This is an optimization exercise on Yosys and OpenROAD, whose aim is small area and a short achievable clock period, not a production implementation. Only simulation tests tie the RTL to the original design; equivalence was not proved.

v20:
Design ebd_mfc, start of the top module:
module ebd_mfc (
    input  wire        clk,
    input  wire        rst,
    output wire        adc_req,
    output wire [1:0]  adc_ch,
    input  wire        adc_done,
    input  wire [9:0]  adc_data,
    input  wire        btn_a,
    input  wire        btn_b,
    output wire [15:0] duty_out,
    output wire        load_en,
    output wire        fan_en,
    output wire        led,
    output wire        frame_valid,
    input  wire        disp_ack,
    input  wire        host_valid,
    input  wire        host_we,
    input  wire [3:0]  host_addr,
    input  wire [31:0] host_wdata,
    output reg  [31:0] host_rdata
);
For scale: roughly 3300 cells after synthesis, about 610 flip-flops, roughly 110 I/O pins, about 35000 um2 of cells after synthesis.
Settings: LEC_CHECK=0, CAP_MARGIN=10, CORE_MARGIN=2, CORE_UTILIZATION=60, CTS_CLUSTER_DIAMETER=60, CTS_CLUSTER_SIZE=30, PLACE_DENSITY=0.75, SLEW_MARGIN=10; clock period 70.0 ns.
standard.sh (not shown) runs the stock make flow with config.mk's settings and CLKGATE_MAP_FILE= SYNTH_SCRIPT=/design/flow/synth_recipe.tcl, a recipe that flattens the netlist after the stock synthesis.
==> flow/flow/run.sh <==
#!/bin/bash
# The standard layout (the standard.sh, standard synthesis unchanged), with
# two changes to how it is made:
#  - the port buffers are buf_2 cells instead of the delay buffer buffer_ports
#    picks by default;
#  - the timing repair steps aim for a setup slack margin, so that they size
#    and buffer the longest paths instead of stopping at the 70 ns period.
# The constraints (constraint.sdc, the 70 ns clock) are the standard flow's, unchanged.
set -euo pipefail
export SETUP_SLACK_MARGIN=54.8
export BUFFER_PORTS_ARGS="-buffer_cell sky130_fd_sc_hd__buf_2"
bash standard.sh > standard.log 2>&1
Every stage of the flow completed for v20, and the final layout passed the timing, DRC and antenna checks.
Modified inputs, v48 compared to v20
-- flow/config.mk --
<<< v20, line 7
export LEC_CHECK = 0
export CAP_MARGIN = 10
export CORE_MARGIN = 2
>>> v48, line 7
export LEC_CHECK = 0
export CAP_MARGIN = 20
export CORE_MARGIN = 2
<<< v20, line 13
export PLACE_DENSITY = 0.75
export SLEW_MARGIN = 10
>>> v48, line 13
export PLACE_DENSITY = 0.75
export SLEW_MARGIN = 20
Findings:
Per the final summary, v48 finished and its layout is clean on timing, DRC and antenna. Comparing v48 against v20, there is no change at all in HPWL after detailed placement. First-iteration DRC count across v48 and v20: no real change. As far as fraction of the mapped netlist area in simple logic gates goes, v20 and v48 are indistinguishable; the numbers are identical. The routed wire length on met2 on v20 is in line with that on v48. Diff v20 -> v48: count of clock-buffer cells in the layout comparable; core utilization comparable.
Input-level comparison between v58 and v48:
-- flow/flow/run.sh --
<<< v48, line 3
# two changes to how it is made:
#  - the port buffers are buf_2 cells instead of the delay buffer buffer_ports
#    picks by default;
>>> v58, line 3
# two changes to how it is made:
#  - the port buffers are buf_4 cells instead of the delay buffer buffer_ports
#    picks by default;
<<< v48, line 10
export SETUP_SLACK_MARGIN=54.8
export BUFFER_PORTS_ARGS="-buffer_cell sky130_fd_sc_hd__buf_2"
bash standard.sh > standard.log 2>&1
>>> v58, line 10
export SETUP_SLACK_MARGIN=54.8
export BUFFER_PORTS_ARGS="-buffer_cell sky130_fd_sc_hd__buf_4"
bash standard.sh > standard.log 2>&1
-- flow/config.mk --
<<< v48, line 9
export CORE_MARGIN = 2
export CORE_UTILIZATION = 60
export CTS_CLUSTER_DIAMETER = 60
export CTS_CLUSTER_SIZE = 30
export PLACE_DENSITY = 0.75
export SLEW_MARGIN = 20
>>> v58, line 9
export CORE_MARGIN = 2
export CORE_UTILIZATION = 40
export SLEW_MARGIN = 20
Findings:
[compare] base=v48 new=v58: share of cell area taken by flip-flops and latches moved down, hold slack down 0.0078 ns. Comparing the two runs side by side, v58 comes out behind v48 on final area. v58 vs. v48: core utilization decreased by 21 points relative to the old numbers, final critical-path share of the clock period closely matched the old numbers, cell count of the worst reg-to-reg path increased by 1 relative to the old numbers, count of clock-buffer cells in the layout increased by 84% relative to the old numbers. Area of the multi-input gates: v48 vs v58 — no meaningful difference.
The following lists how v52 was set up differently from v58:
-- flow/flow/run.sh --
<<< v58, line 3
# two changes to how it is made:
#  - the port buffers are buf_4 cells instead of the delay buffer buffer_ports
#    picks by default;
>>> v52, line 3
# two changes to how it is made:
#  - the port buffers are buf_2 cells instead of the delay buffer buffer_ports
#    picks by default;
<<< v58, line 10
export SETUP_SLACK_MARGIN=54.8
export BUFFER_PORTS_ARGS="-buffer_cell sky130_fd_sc_hd__buf_4"
bash standard.sh > standard.log 2>&1
>>> v52, line 10
export SETUP_SLACK_MARGIN=54.8
export BUFFER_PORTS_ARGS="-buffer_cell sky130_fd_sc_hd__buf_2"
bash standard.sh > standard.log 2>&1
-- flow/config.mk --
<<< v58, line 9
export CORE_MARGIN = 2
export CORE_UTILIZATION = 40
export SLEW_MARGIN = 20
>>> v52, line 9
export CORE_MARGIN = 2
export CORE_UTILIZATION = 60
export PLACE_DENSITY = 0.75
export SLEW_MARGIN = 20
[summary]
- v52 | stages: all done | timing, DRC, antenna: all pass
- v58: PASS, flow complete, no timing, DRC or antenna violations
- Compared v52 vs v58, and clock tree buffer count of the final layout is down in v52.
- A startpoint of the worst setup timing path of host_rdata[12] is what v52 shows, while host_rdata[2] belongs to v58.
- In the reports for v58 and v52, the larger cell depth of the worst flop-to-flop path belongs to v58.
- Across both runs, post-synthesis to final-layout area growth was lower for v52 than for v58.
## Diff of input files: v35 against v52
-- flow/config.mk --
<<< v52, line 10
export CORE_UTILIZATION = 60
export PLACE_DENSITY = 0.75
>>> v35, line 10
export CORE_UTILIZATION = 60
export CTS_BUF_LIST = sky130_fd_sc_hd__clkbuf_8
export CTS_CLUSTER_DIAMETER = 50
export CTS_CLUSTER_SIZE = 16
export PLACE_DENSITY = 0.75
==> notes.md <==
- The higher number of antenna violations at the first check in global routing of v35 and v52 is in v52.
- Diff v35 and v52: area growth from synthesis to layout lower in v35
- met2 layer wire length in the routed design ends up lower on v35.
- Via count across v35 and v52: no real change.
- Worst setup slack: v35 and v52 compared, lower one is v35
- [compare] base=v52 new=v35: worst path arrival time went up 0.08 ns; clock-pin transition on the worst setup and hold timing paths went up 0.03 ns.
- Looking at v35 and v52, the global routing met1 resource utilization is a wash.
- v35 against v52: number of standard cells in the final layout excluding fillers ~0 delta.
Inputs modified between v35 and v12:
-- flow/config.mk --
<<< v35, line 9
export CORE_MARGIN = 2
export CORE_UTILIZATION = 60
export CTS_BUF_LIST = sky130_fd_sc_hd__clkbuf_8
export CTS_CLUSTER_DIAMETER = 50
export CTS_CLUSTER_SIZE = 16
export PLACE_DENSITY = 0.75
export SLEW_MARGIN = 20
>>> v12, line 9
export CORE_MARGIN = 2
export CORE_UTILIZATION = 70
export CTS_CLUSTER_DIAMETER = 60
export CTS_CLUSTER_SIZE = 30
export PLACE_DENSITY = 0.85
export SLEW_MARGIN = 20
v12 against v35: core utilization rose 9.8 points, area enclosed by the die boundary shrank by 14%, non-clock buffer count now smaller, number of register bits inferred by synthesis stayed essentially flat.
Reported for v12 and v35, count of unique library cells instantiated by Yosys turned out identical to the last digit.
Diff v35 -> v12 | layout clock buffer count | down by more than a quarter
In the metrics for v12 and v35, the one carrying the lower met1 usage in global routing is v35.
Summary of v12 over v35: count of antenna diodes in the layout now sits lower.

-- what the ideal ports hide --
How much do the figures lean on ideal ports? The routed layouts below were timed once more, with nothing changed but the port constraints.
Step 1 assumes that a clkbuf_16 drives the clock port and a buf_2 every other input.
Step 2 adds t to the input delays and takes it off the output delays; t is the mean of the earliest and latest rising clock arrival at the registers after step 1. Input paths then give back, and output paths get back, about the clock's delay inside the block.
a / b / c = no drivers / after step 1 / after step 2; a / b = the first two.
run	shift t [ns]	slack for setup (ns)	worst setup path at the end
v20	0.653	54.811 / 54.748 / 54.204	input to register
v48	0.653	54.811 / 54.748 / 54.204	input to register
v58	0.678	54.822 / 54.757 / 54.190	input to register
v52	0.703	54.817 / 54.749 / 54.174	input to register
v35	0.770	54.745 / 54.684 / 54.130	input to register
v12	0.660	54.810 / 54.747 / 54.211	input to register
After both steps setup and hold are still met in every run listed. The setup slack of v52, which loses most, moves by -0.068 ns with the drivers and by -0.643 ns with both steps.
